From an optimization exercise on the open Yosys and OpenROAD flow, aimed at small area, a short achievable clock period and few clock cycles per item; shortcuts taken in it are not production practice.
The RTL was checked by simulation tests, not by an equivalence proof against the original design.

## flow/design.v (module list and top-level ports; edited modules follow where they fit)
// module s16_encoder: 399 lines
module s16_encoder (
    input  wire        clk,
    input  wire        rst,         
    input  wire        in_valid,
    output wire        in_ready,
    input  wire [27:0] in_data,
    input  wire        in_last,
    output reg         out_valid,
    input  wire        out_ready,
    output reg  [31:0] out_word,
    output reg         out_last
);
  // ...
==> flow/run.sh <==
#!/bin/bash
# synth_recipe.tcl (not shown) runs the flow's synth.tcl, then flattens the netlist and writes it again
# the make line also repeats each setting of config.mk as NAME=value (left out here)
make -C /OpenROAD-flow-scripts/flow DESIGN_CONFIG=/design/flow/config.mk WORK_HOME=/design/flow/orfs CLKGATE_MAP_FILE= SYNTH_SCRIPT=/design/flow/synth_recipe.tcl finish
==> flow/config.mk <==
export PLATFORM = sky130hd
export DESIGN_NAME = s16_encoder
export DESIGN_NICKNAME = s16_encoder
export VERILOG_FILES = /design/flow/design.v
export SDC_FILE = /design/flow/constraint.sdc
export NUM_CORES = 4
export LEC_CHECK = 0
export CAP_MARGIN = 40
export CORE_MARGIN = 2
export CORE_UTILIZATION = 50
export PLACE_DENSITY = 0.7
export SETUP_SLACK_MARGIN = 5
export SLEW_MARGIN = 40
==> flow/constraint.sdc <==
create_clock -name core_clock -period 12.0 [get_ports {clk}]
set_input_delay 2.4000 -clock core_clock [delete_from_list [all_inputs] [get_ports {clk}]]
set_output_delay 2.4000 -clock core_clock [all_outputs]
set_load 0.01 [all_outputs]
==> impl.org, run 1 <==
** Final layout
- In the final layout, the multi-input gates occupy 0.0104 sq mm.
- The largest registers in the layout are out_word: 32 flops, koh: 29 flops.
- There are between 200 and 250 flip-flops and latches.
- Of all the cell area in the finished design, non-clock buffers hold between 5 and 6%.
- Counting the fill cells in the layout gives ~3,100.
- The post-route netlist has 10.6% of its cells at a drive strength greater than 1.
- Leaving out the clock tree, the finished layout contains a buffer count of 120.

** Hold path
- In this run the worst hold path is classified as flip-flop to flip-flop.

** Detailed routing
- The routed design uses ~13,000 um of met3 wire.

** Worst setup path
- The most critical setup path has its endpoint at r_d[5].
- Reg2reg setup slack :: a little under 6000 ps
- Nature of the critical path startpoint :: flip-flop
- Class of the most critical setup path :: flip-flop to flip-flop

** Timing
- Hold is met by 461 ps.
- Minimum setup slack in the final design :: roughly 5800 ps
- Unrepaired setup endpoints after global routing :: false
- Shortest clock period the worst path allows after layout :: around 6200 ps
- Final Max Slew Viols :: 0

** Job
- Max-cap violations in this run came to 0.

** Place
- Placer's final routability congestion estimate :: 1.02

** Status
- The run finished with no timing, DRC or antenna violations.

** Synthesis
- Share of the synthesized area in compound gates (AO/OA/AOI/OAI) :: 36.7%
- Yosys mapped a number of flops with a built-in enable equal to 101.
- The share of synthesized area in the top cell type comes to 17.4%.
- Dominant cell by count in the synthesized netlist :: sky130_fd_sc_hd__clkbuf_1
- Mux cell area share after synthesis :: 3.16%
- Post-synthesis share of cell area spent on and, or, nand and nor gates :: 18.7%
- Cells taking the most area after synthesis :: sky130_fd_sc_hd__edfxtp_1 (17%), sky130_fd_sc_hd__dfxtp_1 (16%), sky130_fd_sc_hd__a22oi_1 (7.3%), sky130_fd_sc_hd__a222oi_1 (6.5%), sky130_fd_sc_hd__clkbuf_1 (4.8%)

** Die
- Starting density of the core :: 50.6%

** Clock network
- Clock transition at the registers of the reported paths :: about 60 ps
- The number of gates resized after CTS was 0.
Testbench counts, summed over its fixed seeds: cycles 33,249, items 33,203.
==> inputs of run 2 (changes only) <==
--- a/flow/design.v
+++ b/flow/design.v
@@ -137,18 +137,18 @@
     wire le14 = koh[2] | koh[3] | koh[4] | koh[5] | koh[6] | koh[7] | koh[8] | koh[9] | koh[10] | koh[11] | koh[12] | koh[13] | koh[14] | koh[15] | koh[16] | koh[17] | koh[18] | koh[19] | koh[20] | koh[21] | koh[22] | koh[23] | koh[24] | koh[25] | koh[26] | koh[27] | koh[28];
     wire ge14 = koh[0] | koh[1] | koh[2];
     wire le15 = koh[1] | koh[2] | koh[3] | koh[4] | koh[5] | koh[6] | koh[7] | koh[8] | koh[9] | koh[10] | koh[11] | koh[12] | koh[13] | koh[14] | koh[15] | koh[16] | koh[17] | koh[18] | koh[19] | koh[20] | koh[21] | koh[22] | koh[23] | koh[24] | koh[25] | koh[26] | koh[27] | koh[28];
     wire ge15 = koh[0] | koh[1];
     wire fin_nor = ~((fit[0] & ~le0) | (fit[1] & ~le1) | (fit[2] & ~le2) | (fit[3] & ~le3) | (fit[4] & ~le4) | (fit[5] & ~le5) | (fit[6] & ~le6) | (fit[7] & ~le7) | (fit[8] & ~le8) | (fit[9] & ~le9) | (fit[10] & ~le10) | (fit[11] & ~le11) | (fit[12] & ~le12) | (fit[13] & ~le13) | (fit[14] & ~le14) | (fit[15] & ~le15));
     wire allw    = (fit[0] & ge0) | (fit[1] & ge1) | (fit[2] & ge2) | (fit[3] & ge3) | (fit[4] & ge4) | (fit[5] & ge5) | (fit[6] & ge6) | (fit[7] & ge7) | (fit[8] & ge8) | (fit[9] & ge9) | (fit[10] & ge10) | (fit[11] & ge11) | (fit[12] & ge12) | (fit[13] & ge13) | (fit[14] & ge14) | (fit[15] & ge15);
     wire out_free = !out_valid || out_ready;
     wire emit    = (caseA || fin_nor) && out_free;
-    wire keep    = !emit;
-    wire clr     = emit && caseA && allw;
+    wire keep    = !emit && !rst;
+    wire clr     = emit && caseA && allw && !rst;
     wire [15:0] oh;
     assign oh[0] = fit[0];
     assign oh[1] = fit[1] & ~|fit[0:0];
     assign oh[2] = fit[2] & ~|fit[1:0];
     assign oh[3] = fit[3] & ~|fit[2:0];
     assign oh[4] = fit[4] & ~|fit[3:0];
     assign oh[5] = fit[5] & ~|fit[4:0];
     assign oh[6] = fit[6] & ~|fit[5:0];
@@ -156,28 +156,28 @@
     assign oh[8] = fit[8] & ~|fit[7:0];
     assign oh[9] = fit[9] & ~|fit[8:0];
     assign oh[10] = fit[10] & ~|fit[9:0];
     assign oh[11] = fit[11] & ~|fit[10:0];
     assign oh[12] = fit[12] & ~|fit[11:0];
     assign oh[13] = fit[13] & ~|fit[12:0];
     assign oh[14] = fit[14] & ~|fit[13:0];
     assign oh[15] = fit[15] & ~|fit[14:0];
-    wire sh1 = emit & (oh[15]);
-    wire sh2 = emit & (oh[14]);
-    wire sh3 = emit & (oh[13]);
-    wire sh4 = emit & (oh[12]);
-    wire sh5 = emit & (oh[10] | oh[11]);
-    wire sh6 = emit & (oh[8] | oh[9]);
-    wire sh7 = emit & (oh[7]);
-    wire sh8 = emit & (oh[6]);
-    wire sh9 = emit & (oh[5]);
-    wire sh14 = emit & (oh[4]);
-    wire sh21 = emit & (oh[1] | oh[2] | oh[3]);
-    wire sh28 = emit & (oh[0]);
+    wire sh1 = emit & !rst & (oh[15]);
+    wire sh2 = emit & !rst & (oh[14]);
+    wire sh3 = emit & !rst & (oh[13]);
+    wire sh4 = emit & !rst & (oh[12]);
+    wire sh5 = emit & !rst & (oh[10] | oh[11]);
+    wire sh6 = emit & !rst & (oh[8] | oh[9]);
+    wire sh7 = emit & !rst & (oh[7]);
+    wire sh8 = emit & !rst & (oh[6]);
+    wire sh9 = emit & !rst & (oh[5]);
+    wire sh14 = emit & !rst & (oh[4]);
+    wire sh21 = emit & !rst & (oh[1] | oh[2] | oh[3]);
+    wire sh28 = emit & !rst & (oh[0]);
     wire [27:0] nw0 = ({28{keep}} & w0) | ({28{sh1}} & {14'b0, w1}) | ({28{sh2}} & {19'b0, w2}) | ({28{sh3}} & {21'b0, w3}) | ({28{sh4}} & {22'b0, w4}) | ({28{sh5}} & {23'b0, w5}) | ({28{sh6}} & {24'b0, w6}) | ({28{sh7}} & {25'b0, w7}) | ({28{sh8}} & {25'b0, w8}) | ({28{sh9}} & {26'b0, w9}) | ({28{sh14}} & {26'b0, w14}) | ({28{sh21}} & {27'b0, w21});
     wire [13:0] nw1 = ({14{keep}} & w1) | ({14{sh1}} & {5'b0, w2}) | ({14{sh2}} & {7'b0, w3}) | ({14{sh3}} & {8'b0, w4}) | ({14{sh4}} & {9'b0, w5}) | ({14{sh5}} & {10'b0, w6}) | ({14{sh6}} & {11'b0, w7}) | ({14{sh7}} & {11'b0, w8}) | ({14{sh8}} & {12'b0, w9}) | ({14{sh9}} & {12'b0, w10}) | ({14{sh14}} & {12'b0, w15}) | ({14{sh21}} & {13'b0, w22});
     wire [8:0] nw2 = ({9{keep}} & w2) | ({9{sh1}} & {2'b0, w3}) | ({9{sh2}} & {3'b0, w4}) | ({9{sh3}} & {4'b0, w5}) | ({9{sh4}} & {5'b0, w6}) | ({9{sh5}} & {6'b0, w7}) | ({9{sh6}} & {6'b0, w8}) | ({9{sh7}} & {7'b0, w9}) | ({9{sh8}} & {7'b0, w10}) | ({9{sh9}} & {7'b0, w11}) | ({9{sh14}} & {7'b0, w16}) | ({9{sh21}} & {8'b0, w23});
     wire [6:0] nw3 = ({7{keep}} & w3) | ({7{sh1}} & {1'b0, w4}) | ({7{sh2}} & {2'b0, w5}) | ({7{sh3}} & {3'b0, w6}) | ({7{sh4}} & {4'b0, w7}) | ({7{sh5}} & {4'b0, w8}) | ({7{sh6}} & {5'b0, w9}) | ({7{sh7}} & {5'b0, w10}) | ({7{sh8}} & {5'b0, w11}) | ({7{sh9}} & {5'b0, w12}) | ({7{sh14}} & {5'b0, w17}) | ({7{sh21}} & {6'b0, w24});
     wire [5:0] nw4 = ({6{keep}} & w4) | ({6{sh1}} & {1'b0, w5}) | ({6{sh2}} & {2'b0, w6}) | ({6{sh3}} & {3'b0, w7}) | ({6{sh4}} & {3'b0, w8}) | ({6{sh5}} & {4'b0, w9}) | ({6{sh6}} & {4'b0, w10}) | ({6{sh7}} & {4'b0, w11}) | ({6{sh8}} & {4'b0, w12}) | ({6{sh9}} & {4'b0, w13}) | ({6{sh14}} & {4'b0, w18}) | ({6{sh21}} & {5'b0, w25});
     wire [4:0] nw5 = ({5{keep}} & w5) | ({5{sh1}} & {1'b0, w6}) | ({5{sh2}} & {2'b0, w7}) | ({5{sh3}} & {2'b0, w8}) | ({5{sh4}} & {3'b0, w9}) | ({5{sh5}} & {3'b0, w10}) | ({5{sh6}} & {3'b0, w11}) | ({5{sh7}} & {3'b0, w12}) | ({5{sh8}} & {3'b0, w13}) | ({5{sh9}} & {3'b0, w14}) | ({5{sh14}} & {3'b0, w19}) | ({5{sh21}} & {4'b0, w26});
     wire [3:0] nw6 = ({4{keep}} & w6) | ({4{sh1}} & {1'b0, w7}) | ({4{sh2}} & {1'b0, w8}) | ({4{sh3}} & {2'b0, w9}) | ({4{sh4}} & {2'b0, w10}) | ({4{sh5}} & {2'b0, w11}) | ({4{sh6}} & {2'b0, w12}) | ({4{sh7}} & {2'b0, w13}) | ({4{sh8}} & {2'b0, w14}) | ({4{sh9}} & {2'b0, w15}) | ({4{sh14}} & {2'b0, w20}) | ({4{sh21}} & {3'b0, w27});
     wire [2:0] nw7 = ({3{keep}} & w7) | ({3{sh1}} & w8) | ({3{sh2}} & {1'b0, w9}) | ({3{sh3}} & {1'b0, w10}) | ({3{sh4}} & {1'b0, w11}) | ({3{sh5}} & {1'b0, w12}) | ({3{sh6}} & {1'b0, w13}) | ({3{sh7}} & {1'b0, w14}) | ({3{sh8}} & {1'b0, w15}) | ({3{sh9}} & {1'b0, w16}) | ({3{sh14}} & {2'b0, w21});
@@ -197,17 +197,17 @@
     wire [0:0] nw21 = ({1{keep}} & w21) | ({1{sh1}} & w22) | ({1{sh2}} & w23) | ({1{sh3}} & w24) | ({1{sh4}} & w25) | ({1{sh5}} & w26) | ({1{sh6}} & w27);
     wire [0:0] nw22 = ({1{keep}} & w22) | ({1{sh1}} & w23) | ({1{sh2}} & w24) | ({1{sh3}} & w25) | ({1{sh4}} & w26) | ({1{sh5}} & w27);
     wire [0:0] nw23 = ({1{keep}} & w23) | ({1{sh1}} & w24) | ({1{sh2}} & w25) | ({1{sh3}} & w26) | ({1{sh4}} & w27);
     wire [0:0] nw24 = ({1{keep}} & w24) | ({1{sh1}} & w25) | ({1{sh2}} & w26) | ({1{sh3}} & w27);
     wire [0:0] nw25 = ({1{keep}} & w25) | ({1{sh1}} & w26) | ({1{sh2}} & w27);
     wire [0:0] nw26 = ({1{keep}} & w26) | ({1{sh1}} & w27);
     wire [0:0] nw27 = ({1{keep}} & w27);
     wire [28:0] poh;
-    assign poh[0] = (keep & koh[0]) | (sh1 & koh[1]) | (sh2 & koh[2]) | (sh3 & koh[3]) | (sh4 & koh[4]) | (sh5 & koh[5]) | (sh6 & koh[6]) | (sh7 & koh[7]) | (sh8 & koh[8]) | (sh9 & koh[9]) | (sh14 & koh[14]) | (sh21 & koh[21]) | (sh28 & koh[28]) | clr;
+    assign poh[0] = (keep & koh[0]) | (sh1 & koh[1]) | (sh2 & koh[2]) | (sh3 & koh[3]) | (sh4 & koh[4]) | (sh5 & koh[5]) | (sh6 & koh[6]) | (sh7 & koh[7]) | (sh8 & koh[8]) | (sh9 & koh[9]) | (sh14 & koh[14]) | (sh21 & koh[21]) | (sh28 & koh[28]) | clr | rst;
     assign poh[1] = (keep & koh[1]) | (sh1 & koh[2]) | (sh2 & koh[3]) | (sh3 & koh[4]) | (sh4 & koh[5]) | (sh5 & koh[6]) | (sh6 & koh[7]) | (sh7 & koh[8]) | (sh8 & koh[9]) | (sh9 & koh[10]) | (sh14 & koh[15]) | (sh21 & koh[22]);
     assign poh[2] = (keep & koh[2]) | (sh1 & koh[3]) | (sh2 & koh[4]) | (sh3 & koh[5]) | (sh4 & koh[6]) | (sh5 & koh[7]) | (sh6 & koh[8]) | (sh7 & koh[9]) | (sh8 & koh[10]) | (sh9 & koh[11]) | (sh14 & koh[16]) | (sh21 & koh[23]);
     assign poh[3] = (keep & koh[3]) | (sh1 & koh[4]) | (sh2 & koh[5]) | (sh3 & koh[6]) | (sh4 & koh[7]) | (sh5 & koh[8]) | (sh6 & koh[9]) | (sh7 & koh[10]) | (sh8 & koh[11]) | (sh9 & koh[12]) | (sh14 & koh[17]) | (sh21 & koh[24]);
     assign poh[4] = (keep & koh[4]) | (sh1 & koh[5]) | (sh2 & koh[6]) | (sh3 & koh[7]) | (sh4 & koh[8]) | (sh5 & koh[9]) | (sh6 & koh[10]) | (sh7 & koh[11]) | (sh8 & koh[12]) | (sh9 & koh[13]) | (sh14 & koh[18]) | (sh21 & koh[25]);
     assign poh[5] = (keep & koh[5]) | (sh1 & koh[6]) | (sh2 & koh[7]) | (sh3 & koh[8]) | (sh4 & koh[9]) | (sh5 & koh[10]) | (sh6 & koh[11]) | (sh7 & koh[12]) | (sh8 & koh[13]) | (sh9 & koh[14]) | (sh14 & koh[19]) | (sh21 & koh[26]);
     assign poh[6] = (keep & koh[6]) | (sh1 & koh[7]) | (sh2 & koh[8]) | (sh3 & koh[9]) | (sh4 & koh[10]) | (sh5 & koh[11]) | (sh6 & koh[12]) | (sh7 & koh[13]) | (sh8 & koh[14]) | (sh9 & koh[15]) | (sh14 & koh[20]) | (sh21 & koh[27]);
     assign poh[7] = (keep & koh[7]) | (sh1 & koh[8]) | (sh2 & koh[9]) | (sh3 & koh[10]) | (sh4 & koh[11]) | (sh5 & koh[12]) | (sh6 & koh[13]) | (sh7 & koh[14]) | (sh8 & koh[15]) | (sh9 & koh[16]) | (sh14 & koh[21]) | (sh21 & koh[28]);
     assign poh[8] = (keep & koh[8]) | (sh1 & koh[9]) | (sh2 & koh[10]) | (sh3 & koh[11]) | (sh4 & koh[12]) | (sh5 & koh[13]) | (sh6 & koh[14]) | (sh7 & koh[15]) | (sh8 & koh[16]) | (sh9 & koh[17]) | (sh14 & koh[22]);
@@ -226,17 +226,17 @@
     assign poh[21] = (keep & koh[21]) | (sh1 & koh[22]) | (sh2 & koh[23]) | (sh3 & koh[24]) | (sh4 & koh[25]) | (sh5 & koh[26]) | (sh6 & koh[27]) | (sh7 & koh[28]);
     assign poh[22] = (keep & koh[22]) | (sh1 & koh[23]) | (sh2 & koh[24]) | (sh3 & koh[25]) | (sh4 & koh[26]) | (sh5 & koh[27]) | (sh6 & koh[28]);
     assign poh[23] = (keep & koh[23]) | (sh1 & koh[24]) | (sh2 & koh[25]) | (sh3 & koh[26]) | (sh4 & koh[27]) | (sh5 & koh[28]);
     assign poh[24] = (keep & koh[24]) | (sh1 & koh[25]) | (sh2 & koh[26]) | (sh3 & koh[27]) | (sh4 & koh[28]);
     assign poh[25] = (keep & koh[25]) | (sh1 & koh[26]) | (sh2 & koh[27]) | (sh3 & koh[28]);
     assign poh[26] = (keep & koh[26]) | (sh1 & koh[27]) | (sh2 & koh[28]);
     assign poh[27] = (keep & koh[27]) | (sh1 & koh[28]);
     assign poh[28] = (keep & koh[28]);
-    wire r_go = r_v && (!wlast || clr);
+    wire r_go = r_v && (!wlast || clr) && !rst;
     wire [27:0] put;
     assign put[0] = r_go & poh[0];
     assign put[1] = r_go & poh[1] & rf14;
     assign put[2] = r_go & poh[2] & rf9;
     assign put[3] = r_go & poh[3] & rf7;
     assign put[4] = r_go & poh[4] & rf6;
     assign put[5] = r_go & poh[5] & rf5;
     assign put[6] = r_go & poh[6] & rf4;
@@ -307,80 +307,53 @@
     wire sel0 = oh[1] | oh[3] | oh[5] | oh[7] | oh[9] | oh[11] | oh[13] | oh[15];
     wire sel1 = oh[2] | oh[3] | oh[6] | oh[7] | oh[10] | oh[11] | oh[14] | oh[15];
     wire sel2 = oh[4] | oh[5] | oh[6] | oh[7] | oh[12] | oh[13] | oh[14] | oh[15];
     wire sel3 = oh[8] | oh[9] | oh[10] | oh[11] | oh[12] | oh[13] | oh[14] | oh[15];
     wire [27:0] n_d = s_v ? s_d : in_data;
     wire        n_l = s_v ? s_l : in_last;
     wire [9:0] n_f = {~|n_d[27:14], ~|n_d[27:10], ~|n_d[27:9], ~|n_d[27:7], ~|n_d[27:6], ~|n_d[27:5], ~|n_d[27:4], ~|n_d[27:3], ~|n_d[27:2], ~|n_d[27:1]};
     always @(posedge clk) begin
+        w0 <= nw0 | ({28{put[0]}} & r_d[27:0]);
+        w1 <= nw1 | ({14{put[1]}} & r_d[13:0]);
+        w2 <= nw2 | ({9{put[2]}} & r_d[8:0]);
+        w3 <= nw3 | ({7{put[3]}} & r_d[6:0]);
+        w4 <= nw4 | ({6{put[4]}} & r_d[5:0]);
+        w5 <= nw5 | ({5{put[5]}} & r_d[4:0]);
+        w6 <= nw6 | ({4{put[6]}} & r_d[3:0]);
+        w7 <= nw7 | ({3{put[7]}} & r_d[2:0]);
+        w8 <= nw8 | ({3{put[8]}} & r_d[2:0]);
+        w9 <= nw9 | ({2{put[9]}} & r_d[1:0]);
+        w10 <= nw10 | ({2{put[10]}} & r_d[1:0]);
+        w11 <= nw11 | ({2{put[11]}} & r_d[1:0]);
+        w12 <= nw12 | ({2{put[12]}} & r_d[1:0]);
+        w13 <= nw13 | ({2{put[13]}} & r_d[1:0]);
+        w14 <= nw14 | ({2{put[14]}} & r_d[1:0]);
+        w15 <= nw15 | ({2{put[15]}} & r_d[1:0]);
+        w16 <= nw16 | ({2{put[16]}} & r_d[1:0]);
+        w17 <= nw17 | ({2{put[17]}} & r_d[1:0]);
+        w18 <= nw18 | ({2{put[18]}} & r_d[1:0]);
+        w19 <= nw19 | ({2{put[19]}} & r_d[1:0]);
+        w20 <= nw20 | ({2{put[20]}} & r_d[1:0]);
+        w21 <= nw21 | ({1{put[21]}} & r_d[0:0]);
+        w22 <= nw22 | ({1{put[22]}} & r_d[0:0]);
+        w23 <= nw23 | ({1{put[23]}} & r_d[0:0]);
+        w24 <= nw24 | ({1{put[24]}} & r_d[0:0]);
+        w25 <= nw25 | ({1{put[25]}} & r_d[0:0]);
+        w26 <= nw26 | ({1{put[26]}} & r_d[0:0]);
+        w27 <= nw27 | ({1{put[27]}} & r_d[0:0]);
+        koh <= app ? {poh[27:0], 1'b0} : poh;
+    end
+    always @(posedge clk) begin
         if (rst) begin
-            w0 <= 28'd0;
-            w1 <= 14'd0;
-            w2 <= 9'd0;
-            w3 <= 7'd0;
-            w4 <= 6'd0;
-            w5 <= 5'd0;
-            w6 <= 4'd0;
-            w7 <= 3'd0;
-            w8 <= 3'd0;
-            w9 <= 2'd0;
-            w10 <= 2'd0;
-            w11 <= 2'd0;
-            w12 <= 2'd0;
-            w13 <= 2'd0;
-            w14 <= 2'd0;
-            w15 <= 2'd0;
-            w16 <= 2'd0;
-            w17 <= 2'd0;
-            w18 <= 2'd0;
-            w19 <= 2'd0;
-            w20 <= 2'd0;
-            w21 <= 1'd0;
-            w22 <= 1'd0;
-            w23 <= 1'd0;
-            w24 <= 1'd0;
-            w25 <= 1'd0;
-            w26 <= 1'd0;
-            w27 <= 1'd0;
-            koh       <= 29'd1;
             wlast     <= 1'b0;
             r_v       <= 1'b0;
             s_v       <= 1'b0;
             out_valid <= 1'b0;
         end else begin
-            w0 <= nw0 | ({28{put[0]}} & r_d[27:0]);
-            w1 <= nw1 | ({14{put[1]}} & r_d[13:0]);
-            w2 <= nw2 | ({9{put[2]}} & r_d[8:0]);
-            w3 <= nw3 | ({7{put[3]}} & r_d[6:0]);
-            w4 <= nw4 | ({6{put[4]}} & r_d[5:0]);
-            w5 <= nw5 | ({5{put[5]}} & r_d[4:0]);
-            w6 <= nw6 | ({4{put[6]}} & r_d[3:0]);
-            w7 <= nw7 | ({3{put[7]}} & r_d[2:0]);
-            w8 <= nw8 | ({3{put[8]}} & r_d[2:0]);
-            w9 <= nw9 | ({2{put[9]}} & r_d[1:0]);
-            w10 <= nw10 | ({2{put[10]}} & r_d[1:0]);
-            w11 <= nw11 | ({2{put[11]}} & r_d[1:0]);
-            w12 <= nw12 | ({2{put[12]}} & r_d[1:0]);
-            w13 <= nw13 | ({2{put[13]}} & r_d[1:0]);
-            w14 <= nw14 | ({2{put[14]}} & r_d[1:0]);
-            w15 <= nw15 | ({2{put[15]}} & r_d[1:0]);
-            w16 <= nw16 | ({2{put[16]}} & r_d[1:0]);
-            w17 <= nw17 | ({2{put[17]}} & r_d[1:0]);
-            w18 <= nw18 | ({2{put[18]}} & r_d[1:0]);
-            w19 <= nw19 | ({2{put[19]}} & r_d[1:0]);
-            w20 <= nw20 | ({2{put[20]}} & r_d[1:0]);
-            w21 <= nw21 | ({1{put[21]}} & r_d[0:0]);
-            w22 <= nw22 | ({1{put[22]}} & r_d[0:0]);
-            w23 <= nw23 | ({1{put[23]}} & r_d[0:0]);
-            w24 <= nw24 | ({1{put[24]}} & r_d[0:0]);
-            w25 <= nw25 | ({1{put[25]}} & r_d[0:0]);
-            w26 <= nw26 | ({1{put[26]}} & r_d[0:0]);
-            w27 <= nw27 | ({1{put[27]}} & r_d[0:0]);
-            koh <= app ? {poh[27:0], 1'b0} : poh;
             if (clr)
                 wlast <= app & r_l;
             else if (app)
                 wlast <= r_l;
             if (!r_v || app) begin
                 r_v <= s_v || in_valid;
                 r_d <= n_d; r_l <= n_l; r_f <= n_f;
                 s_v <= 1'b0;
==> flow/flow/run.sh (new file) <==
#!/bin/bash
set -euo pipefail
bash standard.sh SETUP_SLACK_MARGIN=7.5 finish > standard_flow.log 2>&1
==> flow/standard.sh (new file) <==
#!/bin/bash
# synth_recipe.tcl (not shown) runs the flow's synth.tcl, then flattens the netlist and writes it again
# the make line also repeats each setting of config.mk as NAME=value (left out here)
make -C /OpenROAD-flow-scripts/flow DESIGN_CONFIG=/design/flow/config.mk WORK_HOME=/design/flow/orfs CLKGATE_MAP_FILE= SYNTH_SCRIPT=/design/flow/synth_recipe.tcl "${@:-finish}"
==> flow/config.mk (replaced) <==
export PLATFORM = sky130hd
export DESIGN_NAME = s16_encoder
export DESIGN_NICKNAME = s16_encoder
export VERILOG_FILES = /design/flow/design.v
export SDC_FILE = /design/flow/constraint.sdc
export NUM_CORES = 4
export LEC_CHECK = 0
export CAP_MARGIN = 40
export CORE_MARGIN = 2
export CORE_UTILIZATION = 50
export PLACE_DENSITY = 0.7
export SLEW_MARGIN = 40
removed: flow/run.sh
==> run 2 against run 1 <==
Effect of this change: register-to-register slack better by 1700 ps; flip-flop and latch count did not move; core utilization rose by 3.7 points; count of clock-buffer cells in the layout is 11 lower; clock skew increased by 13 ps; die area shrank 3.9%; largest cell class unchanged; highest routed layer unchanged.
==> impl.org, run 2 <==
** GRT
- The first-pass GRT wire length came to 115,000 um (was 116,000 um).
- The routing usage on met2 came to 60.1% (was 58.2%).
- The via count of the first global-routing pass is 17,800 (was 18,200).
- Maximum number of pins on one net before global-route repair :: 76 (was 90)
- The most used routing layer in global routing was met2 (unchanged).
- The routing usage on met1 was 54.9% (was 55.0%).
- The met3 usage was 16.6% (was 14.8%).
- The overall global routing resource usage was 42.1% (was 41.1%).
- Antenna violations before repair :: 3 (was 2)
- The global-route congestion overflow total is 0 (unchanged).

** Timing
- Remaining max-slew budget at the tightest pin :: 37.2% (was 37.4%)
- The final critical delay including setup and external delays came to 4510 ps (was 6230 ps).
- Worst Tran Pin Value :: 940 ps (was 931 ps)
- The accumulated negative setup slack is 0 ps (unchanged).
- The number of endpoints with negative hold slack in the final report was 0 (unchanged).
- Setup-failing EPs final :: 0 (unchanged)
- Unrepaired setup endpoints after global routing :: true (was false)
- The worst clock skew is 24.7 ps (was 11.3 ps).
- The worst hold slack across all endpoints is 451 ps (was 461 ps).
- The count of final max-slew check failures came to 0 (unchanged).
- Period utilization :: 37.6% (was 51.9%)
- Maximum frequency from static timing analysis :: 222 MHz (was 161 MHz)

** Synthesis
- Xor/xnor cell area share of the yosys netlist :: 0% (unchanged)
- The share of synthesized cell area in and, or, nand and nor gates came to 15.8% (was 18.7%).
- Most numerous cell types in the synthesized netlist :: sky130_fd_sc_hd__clkbuf_1 (211), sky130_fd_sc_hd__nand2_1 (172), sky130_fd_sc_hd__a22oi_1 (165) (was sky130_fd_sc_hd__clkbuf_1 (225), sky130_fd_sc_hd__a22oi_1 (170), sky130_fd_sc_hd__nand2_1 (162))
- Post-Synthesis Mean Instance Area :: 8.67 sq um (was 8.42 sq um)
- Cells taking the most area after synthesis: sky130_fd_sc_hd__edfxtp_1 (18%), sky130_fd_sc_hd__dfxtp_1 (17%), sky130_fd_sc_hd__a22oi_1 (7.4%), sky130_fd_sc_hd__a222oi_1 (6.9%), sky130_fd_sc_hd__clkbuf_1 (4.7%) (was sky130_fd_sc_hd__edfxtp_1 (17%), sky130_fd_sc_hd__dfxtp_1 (16%), sky130_fd_sc_hd__a22oi_1 (7.3%), sky130_fd_sc_hd__a222oi_1 (6.5%), sky130_fd_sc_hd__clkbuf_1 (4.8%)).
- Number of distinct library cells after synthesis :: 87 (was 90)
- The number of warnings printed during yosys synthesis is 1 (unchanged).
- The sequential cell area fraction in the yosys report was 35.2% (was 33.8%).
- Dominant cell by count in the synthesized netlist :: sky130_fd_sc_hd__clkbuf_1 (unchanged)
- The adder and majority gate portion of the synthesized area is 0% (unchanged).
- Share of the synthesized area in compound gates (AO/OA/AOI/OAI) :: 37.7% (was 36.7%)
- Largest area contributor in the synthesized netlist :: sky130_fd_sc_hd__edfxtp_1 (unchanged)
- The commonest register cell after synthesis is sky130_fd_sc_hd__dfxtp_1 (unchanged).
- The post-synthesis instance area was 0.0167 sq mm (was 0.0174 sq mm).
- Async set-reset flop share out of synthesis :: 0% (unchanged)
- Gate count of the mapped netlist :: 1,931 (was 2,072)
- Net Count, Synth :: 1,964 (was 2,105)
- Dominant combinational cell family by area after synthesis :: compound AO/OA/AOI/OAI gates (unchanged)
- The number of synthesized register bits came to 244 (unchanged).
- Portion of synthesized cell area occupied by the leading cell type :: 18.1% (was 17.4%)
- The number of enable-type register cells in the synthesized netlist came to 101 (unchanged).
- The mux contribution to synthesized area is 3.99% (was 3.16%).

** Clock network
- Clock buffers created by TritonCTS :: 27 (was 29)
- The number of clock sinks was 244 (unchanged).
- The cell at the root of the clock tree is sky130_fd_sc_hd__clkbuf_16 (unchanged).
- The insertion delay of the later-clocked pin in the worst-skew pair was 570 ps (was 590 ps).
- Post-CTS Hold Fix Bufs :: 0 (unchanged)
- The number of levels in the clock H-tree is 1 (unchanged).
- The clock-pin transition on the worst setup and hold timing paths is 60 ps (about the same).
- The TritonCTS clock tree was done (unchanged).
- The number of buffers between clock root and the deepest sink was 3 (unchanged).

** Final layout
- The top register by number of flip-flops was out_word (unchanged).
- Utilization after layout :: 58.9% (was 55.2%)
- The post-synthesis to final-layout area growth was 15.3% (was 9.03%).
- Biggest regs: out_word: 32 flops, koh: 29 flops (unchanged).
- Number of flip-flops under the largest register name :: 32 (unchanged)
- The net count of the finished layout came to 1,872 (was 1,956).
- Most frequent cells in the layout: sky130_fd_sc_hd__nand2_1 (169), sky130_fd_sc_hd__a22oi_1 (165), sky130_fd_sc_hd__dfxtp_1 (129) (was sky130_fd_sc_hd__a22oi_1 (170), sky130_fd_sc_hd__nand2_1 (162), sky130_fd_sc_hd__dfxtp_1 (141)).
- The share of post-route cells with drive strength above 1 came to 16.2% (was 10.6%).
- Fin area :: 0.0193 sq mm (was 0.0190 sq mm)
- Most common library cell in the layout ignoring fill and taps :: sky130_fd_sc_hd__nand2_1 (was sky130_fd_sc_hd__a22oi_1)
- The number of diodes was 0 (unchanged).

** Detailed routing
- The wire length per cell after detailed routing is 33.8 um (was 31.9 um).
- The iteration-0 DRC count of the detailed router was 5,166 (was 4,861).
- Count of vias placed by the detailed router :: 19,300 (was 19,800)
- The post-route antenna net violation count was 0 (unchanged).
- The wire length reported by the detailed router is 77,800 um (was 76,500 um).
- DRC Markers :: 0 (unchanged)
- The iteration count of the initial detailed-routing pass was 14 (was 15).
- Vias per Instance :: 8.37 (was 8.24)

** Place
- The number of buffers inserted by port buffering is 67 (unchanged).
- Total half-perimeter wirelength after legalization and detailed placement :: 46,900 um (was 48,500 um)
- The global placement routability congestion is 1.04 (was 1.02).
- The placed instance area is 0.0174 sq mm (was 0.0180 sq mm).

** Die
- The effective utilization at floorplan was 51.0% (was 50.6%).
- The area of the die is 0.0349 sq mm (was 0.0364 sq mm).
- The I/O pin count came to 68 (unchanged).
- Placeable core region :: 0.0328 sq mm (was 0.0345 sq mm)
- The number of core rows was 66 (was 68).
- The die span in x is 187 um (was 191 um).
- The die boundary height is 187 um (was 191 um).

** Worst setup path
- Launch point of the worst path :: w0[9] (was w0[22])
- The critical register-to-register path startpoint is w0[9] (was w0[22]).
- Arrival time of the worst setup path :: 5010 ps (was 6520 ps)
- Reg2reg setup slack :: 7490 ps (was 5770 ps)
- Worst Setup EP :: w1[0] (was r_d[5])
- R2r worst-path depth :: 12 (was 15)
- The endpoint class of the critical path is a flip-flop (unchanged).
- Class of the most critical setup path :: flip-flop to flip-flop (unchanged)
- The sort of element at the start of the critical path is a flip-flop (unchanged).
- Required @ worst endpoint :: 12,500 ps (was 12,290 ps)
- The capturing point of the worst reg2reg path was w1[0] (was r_d[5]).
- Critical Path Fanout Max :: 35 (was 58)

** Hold path
- Hold WC Path Type :: flip-flop to flip-flop (unchanged)

** Job
- # Max-Cap Violations :: 0 (unchanged)

** Status
- Status: complete, no violations (unchanged).
## run 2: area by class of cell
class	count	area (sq um)
repair buffers	156	1590
flip-flops and latches	244	5920
clock buffers	32	726
multi-input cells	1386	10200
well taps	442	553
fillers	2907	13500
inverters	24	90.1
clock inverters	17	186
## run 2: cell families (layout without fill, tap and decap cells)
logic type,Yosys count,in the layout
AOI/OAI and AO/OA,800,801
and+or+nand+nor,520,522
buffers and inverters,304,229
DFF,244,244
muxes,63,63
## run 2: worst max-delay path, stage by stage, from the launching register on
cell	delay (ps)
sky130_fd_sc_hd__dfxtp_1	400
sky130_fd_sc_hd__or4_1	640
sky130_fd_sc_hd__nor2_1	190
sky130_fd_sc_hd__and3_2	320
sky130_fd_sc_hd__o21ai_1	90
sky130_fd_sc_hd__buf_4	210
sky130_fd_sc_hd__nor2_1	470
sky130_fd_sc_hd__and3_1	270
sky130_fd_sc_hd__buf_4	450
sky130_fd_sc_hd__a222oi_1	130
sky130_fd_sc_hd__a31oi_1	360
sky130_fd_sc_hd__o211a_2	630
sky130_fd_sc_hd__a221o_1	230
## run 2: worst min-delay path by stage
stage	to	cells past startpoint	startpoint	slack, ps
3_3_place_gp	out_word[0]	0	w0[0]	430
6_report	out_word[0]	0	w0[0]	450
2_1_floorplan	w0[14]	1	r_d[14]	440
5_1_grt	out_word[0]	0	w0[0]	460
3_5_place_dp	w0[17]	1	r_d[17]	440
4_1_cts	out_word[0]	0	w0[0]	460
## run 2: through the flow
step | worst slack [ps] | instances
after floorplan | 7540 | 1931
after global placement | 5720 | 2214
after detailed placement | 5840 | 2216
after CTS | 7500 | 2280
after global routing | 7440 | 2301
final | 7490 | 2301
## run 2: what timing repair did
action,4_1_cts,5_1_grt
gates cloned,2,5
pin swaps,14,20
gates resized for setup,89,59
endpoints found under the setup margin,265,210
setup buffers,13,14
## run 2: routing by layer
| layer | share of wire, % | routed length [um] | vias to the layer above |
|---|---|---|---|
| met5 | 0.10 | 78 | - |
| met4 | 7.8 | 6060 | 8 |
| met3 | 17 | 13400 | 569 |
| met2 | 40 | 31200 | 2036 |
| met1 | 35 | 27100 | 8941 |
| li1 | - | - | 7703 |
Testbench counts of run 2, summed over its fixed seeds: cycles 33,249, items 33,203.
==> inputs of run 3 (changes only) <==
==> flow/flow/run.sh (replaced) <==
#!/bin/bash
set -euo pipefail
bash standard.sh SETUP_SLACK_MARGIN=7.75 finish > standard_flow.log 2>&1
==> run 3 against run 2 <==
Effect of this change: largest cell class unchanged; critical path depth increased by 1; clock skew decreased by 12 ps; sequential share of layout area decreased by 1.7 points; still clean; first-iteration DRC count increased by 3.2%; via count increased by 3.3%; critical endpoint unchanged; global-route usage increased by 0.96 points; non-clock buffer count increased by 84; synthesized cell count unchanged; worst hold slack about the same; flip-flop and latch count unchanged.
==> impl.org, run 3 <==
** Synthesis
- The dominant cell by count in the synthesized netlist is sky130_fd_sc_hd__clkbuf_1 (unchanged).
- The number of warnings printed during yosys synthesis was 1 (unchanged).
- The post-synthesis instance area was 0.0167 sq mm (unchanged).
- The complex-gate fraction of the synthesized area came to 37.7% (unchanged).
- The post-synth net total came to 1,964 (unchanged).
- Post-Synthesis Mean Instance Area :: 8.67 sq um (unchanged)
- The main combinational cell family by area after synthesis is compound AO/OA/AOI/OAI gates (unchanged).
- Seq/Total Area, Yosys :: 35.2% (unchanged)
- Synthesized-area fraction occupied by adder cells :: 0% (unchanged)
- Most numerous cell types in the synthesized netlist :: sky130_fd_sc_hd__clkbuf_1 (211), sky130_fd_sc_hd__nand2_1 (172), sky130_fd_sc_hd__a22oi_1 (165) (unchanged)
- Async set-reset flop share out of synthesis :: 0% (unchanged)
- The number of enable-type register cells in the synthesized netlist came to 101 (unchanged).
- The largest area contributor in the netlist was sky130_fd_sc_hd__edfxtp_1 (unchanged).
- Register bit count reported by yosys :: 244 (unchanged)
- Cells taking the most area after synthesis: sky130_fd_sc_hd__edfxtp_1 (18%), sky130_fd_sc_hd__dfxtp_1 (17%), sky130_fd_sc_hd__a22oi_1 (7.4%), sky130_fd_sc_hd__a222oi_1 (6.9%), sky130_fd_sc_hd__clkbuf_1 (4.7%) (unchanged).
- Xor/xnor cell area share of the yosys netlist :: 0% (unchanged)
- Mux cell area share after synthesis :: 3.99% (unchanged)
- The number of distinct library cells after synthesis came to 87 (unchanged).
- The commonest register cell after synthesis is sky130_fd_sc_hd__dfxtp_1 (unchanged).
- Portion of synthesized cell area occupied by the leading cell type :: 18.1% (unchanged)
- The post-synthesis instance total came to 1,931 (unchanged).
- Post-synthesis share of cell area spent on and, or, nand and nor gates :: 15.8% (unchanged)

** Die
- The I/O pin count came to 68 (unchanged).
- The die span in x came to 187 um (unchanged).
- Placeable core region :: 0.0328 sq mm (unchanged)
- The area of the die is 0.0349 sq mm (unchanged).
- Starting density of the core :: 51.0% (unchanged)
- The number of core rows was 66 (unchanged).
- The die boundary height is 187 um (unchanged).

** Clock network
- The clock-pin transition on the worst setup and hold timing paths is 60 ps (about the same).
- CTS root buf :: sky130_fd_sc_hd__clkbuf_16 (unchanged)
- The number of buffers added by the clock tree synthesis step is 28 (was 27).
- CTS tree :: done (unchanged)
- The insertion delay of the later-clocked pin in the worst-skew pair is 580 ps (was 570 ps).
- The number of levels in the clock H-tree was 1 (unchanged).
- CTS sink count :: 244 (unchanged)
- Number of buffers between clock root and the deepest sink :: 3 (unchanged)

** Final layout
- Layout net count :: 1,957 (was 1,872)
- The final instance area is 0.0205 sq mm (was 0.0193 sq mm).
- The number of diodes was 0 (unchanged).
- The layout filler cell count is 2,711 (was 2,907).
- Most frequent cells in the layout: sky130_fd_sc_hd__nand2_1 (166), sky130_fd_sc_hd__a22oi_1 (164), sky130_fd_sc_hd__buf_4 (133) (was sky130_fd_sc_hd__nand2_1 (169), sky130_fd_sc_hd__a22oi_1 (165), sky130_fd_sc_hd__dfxtp_1 (129)).
- Biggest regs: out_word: 32 flops, koh: 29 flops (unchanged).
- The post-synthesis to final-layout area growth came to 22.5% (was 15.3%).
- The top register by number of flip-flops is out_word (unchanged).
- Most common library cell in the layout ignoring fill and taps :: sky130_fd_sc_hd__nand2_1 (unchanged)
- The share of post-route cells with drive strength above 1 came to 22.6% (was 16.2%).
- Number of flip-flops under the largest register name :: 32 (unchanged)
- Number of cells in the finished layout apart from fillers :: 2,387 (was 2,301)

** Timing
- Setup-failing EPs final :: 0 (unchanged)
- Worst Tran Pin Value :: 999 ps (was 940 ps)
- Minimum setup slack in the final design :: 7620 ps (was 7490 ps)
- Setup TNS after final layout :: 0 ps (unchanged)
- Maximum frequency from static timing analysis :: 228 MHz (was 222 MHz)
- Remaining max-slew budget at the tightest pin :: 33.3% (was 37.2%)
- Unrepaired setup endpoints after global routing: true (unchanged).
- Shortest clock period the worst path allows after layout :: 4380 ps (was 4510 ps)
- The count of final max-slew check failures came to 0 (unchanged).
- Final Hold Violating Endpoints :: 0 (unchanged)
- Worst clock skew on the final layout :: 13.2 ps (was 24.7 ps)
- Period utilization :: 36.5% (was 37.6%)

** GRT
- Maximum number of pins on one net before global-route repair :: 76 (unchanged)
- The number of antenna violations at the first check in global routing was 4 (was 3).
- Global-route wire length before repair :: 117,000 um (was 115,000 um)
- Number of global-route vias before repair :: 18,200 (was 17,800)
- Total GRT Usage :: 43.1% (was 42.1%)
- Grt total ovfl :: 0 (unchanged)

** Place
- # port buffers :: 67 (unchanged)
- The placed instance area came to 0.0176 sq mm (was 0.0174 sq mm).
- The worst slack after detailed placement was 5470 ps (was 5840 ps).
- The global placement routability congestion came to 1.06 (was 1.04).
- The estimated wirelength of the detail-placed design is 46,500 um (was 46,900 um).
- Cell count after placement :: 2,220 (was 2,216)

** Detailed routing
- WL/cell :: 33.9 um (was 33.8 um)
- Post-route antenna net violation count :: 0 (unchanged)
- Count of vias placed by the detailed router :: 19,900 (was 19,300)
- The vias per cell is 8.34 (was 8.37).
- The wire length reported by the detailed router was 80,800 um (was 77,800 um).
- The iteration-0 DRC count of the detailed router came to 5,332 (was 5,166).
- The iteration count of the initial detailed-routing pass is 14 (unchanged).
- DRC Markers :: 0 (unchanged)

** Worst setup path
- The sort of element at the start of the critical path is a flip-flop (unchanged).
- The data required time of the worst path was 12,520 ps (was 12,500 ps).
- Class of the most critical setup path :: flip-flop to flip-flop (unchanged)
- Arrival time of the worst setup path :: 4900 ps (was 5010 ps)
- The largest fanout on the critical path came to 39 (was 35).
- Critical path endpoint category :: flip-flop (unchanged)
- Reg2reg setup slack :: 7620 ps (was 7490 ps)

** Job
- The total of max-cap violations came to 0 (unchanged).

** Hold path
- Hold WC Path Type :: flip-flop to flip-flop (unchanged)

** Status
- Status: complete, no violations (unchanged).
-- run 3: cell counts after synthesis --
Identical to the previous run, type by type.
-- run 3: worst paths after layout --
path / cells past startpoint / to / startpoint
worst max-delay path: 13 / w1[0] / w9[1]
worst min-delay path: 1 / w0[26] / r_d[26]
worst max register to register: 13 / w1[0] / w9[1]
worst min register to register: 1 / w0[26] / r_d[26]
-- run 3: through the flow --
step	utilization (%)	hold WS (ps)
after detailed placement	53.5	440
after global routing	62.5	464
after CTS	59.8	450
after global placement	53.3	439
final	62.5	451
after floorplan	-	436
-- run 3: logic make-up (layout without fill, tap and decap cells) --
| family | Yosys count | in the layout |
|---|---|---|
| AOI/OAI and AO/OA | 800 | 801 |
| buffers and inverters | 304 | 315 |
| DFF | 244 | 244 |
| and+or+nand+nor | 520 | 522 |
| muxes | 63 | 63 |
-- run 3: metal layers --
metal | wire length, um | GRT usage, %
met5 | 39 | 0
met3 | 14500 | 19.2
met4 | 6890 | 22.7
met1 | 27500 | 54.7
met2 | 31900 | 61.3
-- run 3: cell type report --
class	instances	area, sq um	share of cell area [%]
tap	442	553	2.70
sequential	244	5950	29.0
clock inverter	14	175	0.855
inverter	24	95.1	0.464
clock buffer	37	798	3.89
multi-input combinational	1386	10500	51.3
timing repair buffer	240	2410	11.7
-- run 3: critical path: stages (launching register included) --
cell and delay (ps):
sky130_fd_sc_hd__dfxtp_1 800, sky130_fd_sc_hd__nor3_1 140, sky130_fd_sc_hd__nand3_1 200, sky130_fd_sc_hd__nor2_1 140, sky130_fd_sc_hd__a221o_1 430, sky130_fd_sc_hd__a22o_4 300, sky130_fd_sc_hd__buf_12 150, sky130_fd_sc_hd__buf_4 130
sky130_fd_sc_hd__nor4_2 390, sky130_fd_sc_hd__clkbuf_8 450, sky130_fd_sc_hd__nand2_1 100, sky130_fd_sc_hd__a31oi_1 420, sky130_fd_sc_hd__o211a_4 440, sky130_fd_sc_hd__a221o_1 210
-- run 3: what timing repair did --
item | 4_1_cts | 5_1_grt
pin swaps | 26 | 27
endpoints found under the setup margin | 276 | 217
setup buffers | 50 | 54
resized for setup | 140 | 113
cloned | 9 | 3
hold buffers | 0 | 0

==> static timing again, ports no longer ideal <==
Ports are ideal in the flow. The routed layouts listed here were re-timed in OpenROAD. Step 1 sets driving cells, clkbuf_16 on the clock port and buf_2 on the other inputs (assumed; they add their load-dependent delay and slew). Step 2 adds t to the input delays and takes it off the output delays; t is the mean of the earliest and latest rising clock arrival at the registers after step 1. Input paths then give back, and output paths get back, about the clock's delay inside the block. a / b / c = no drivers / after step 1 / after step 2; a / b = the first two.
| run | shift t [ns] | setup WS [ns] | cell pins on the clock port's net |
|---|---|---|---|
| run 1 | 0.641 | 5.773 / 5.773 / 5.773 | 1 |
| run 2 | 0.613 | 7.490 / 7.490 / 6.893 | 1 |
| run 3 | 0.619 | 7.616 / 7.616 / 7.199 | 1 |
After both steps setup and hold are still met in every run listed. The setup slack of run 2, which loses most, moves by 0.000 ns with the drivers and by -0.597 ns with both steps.
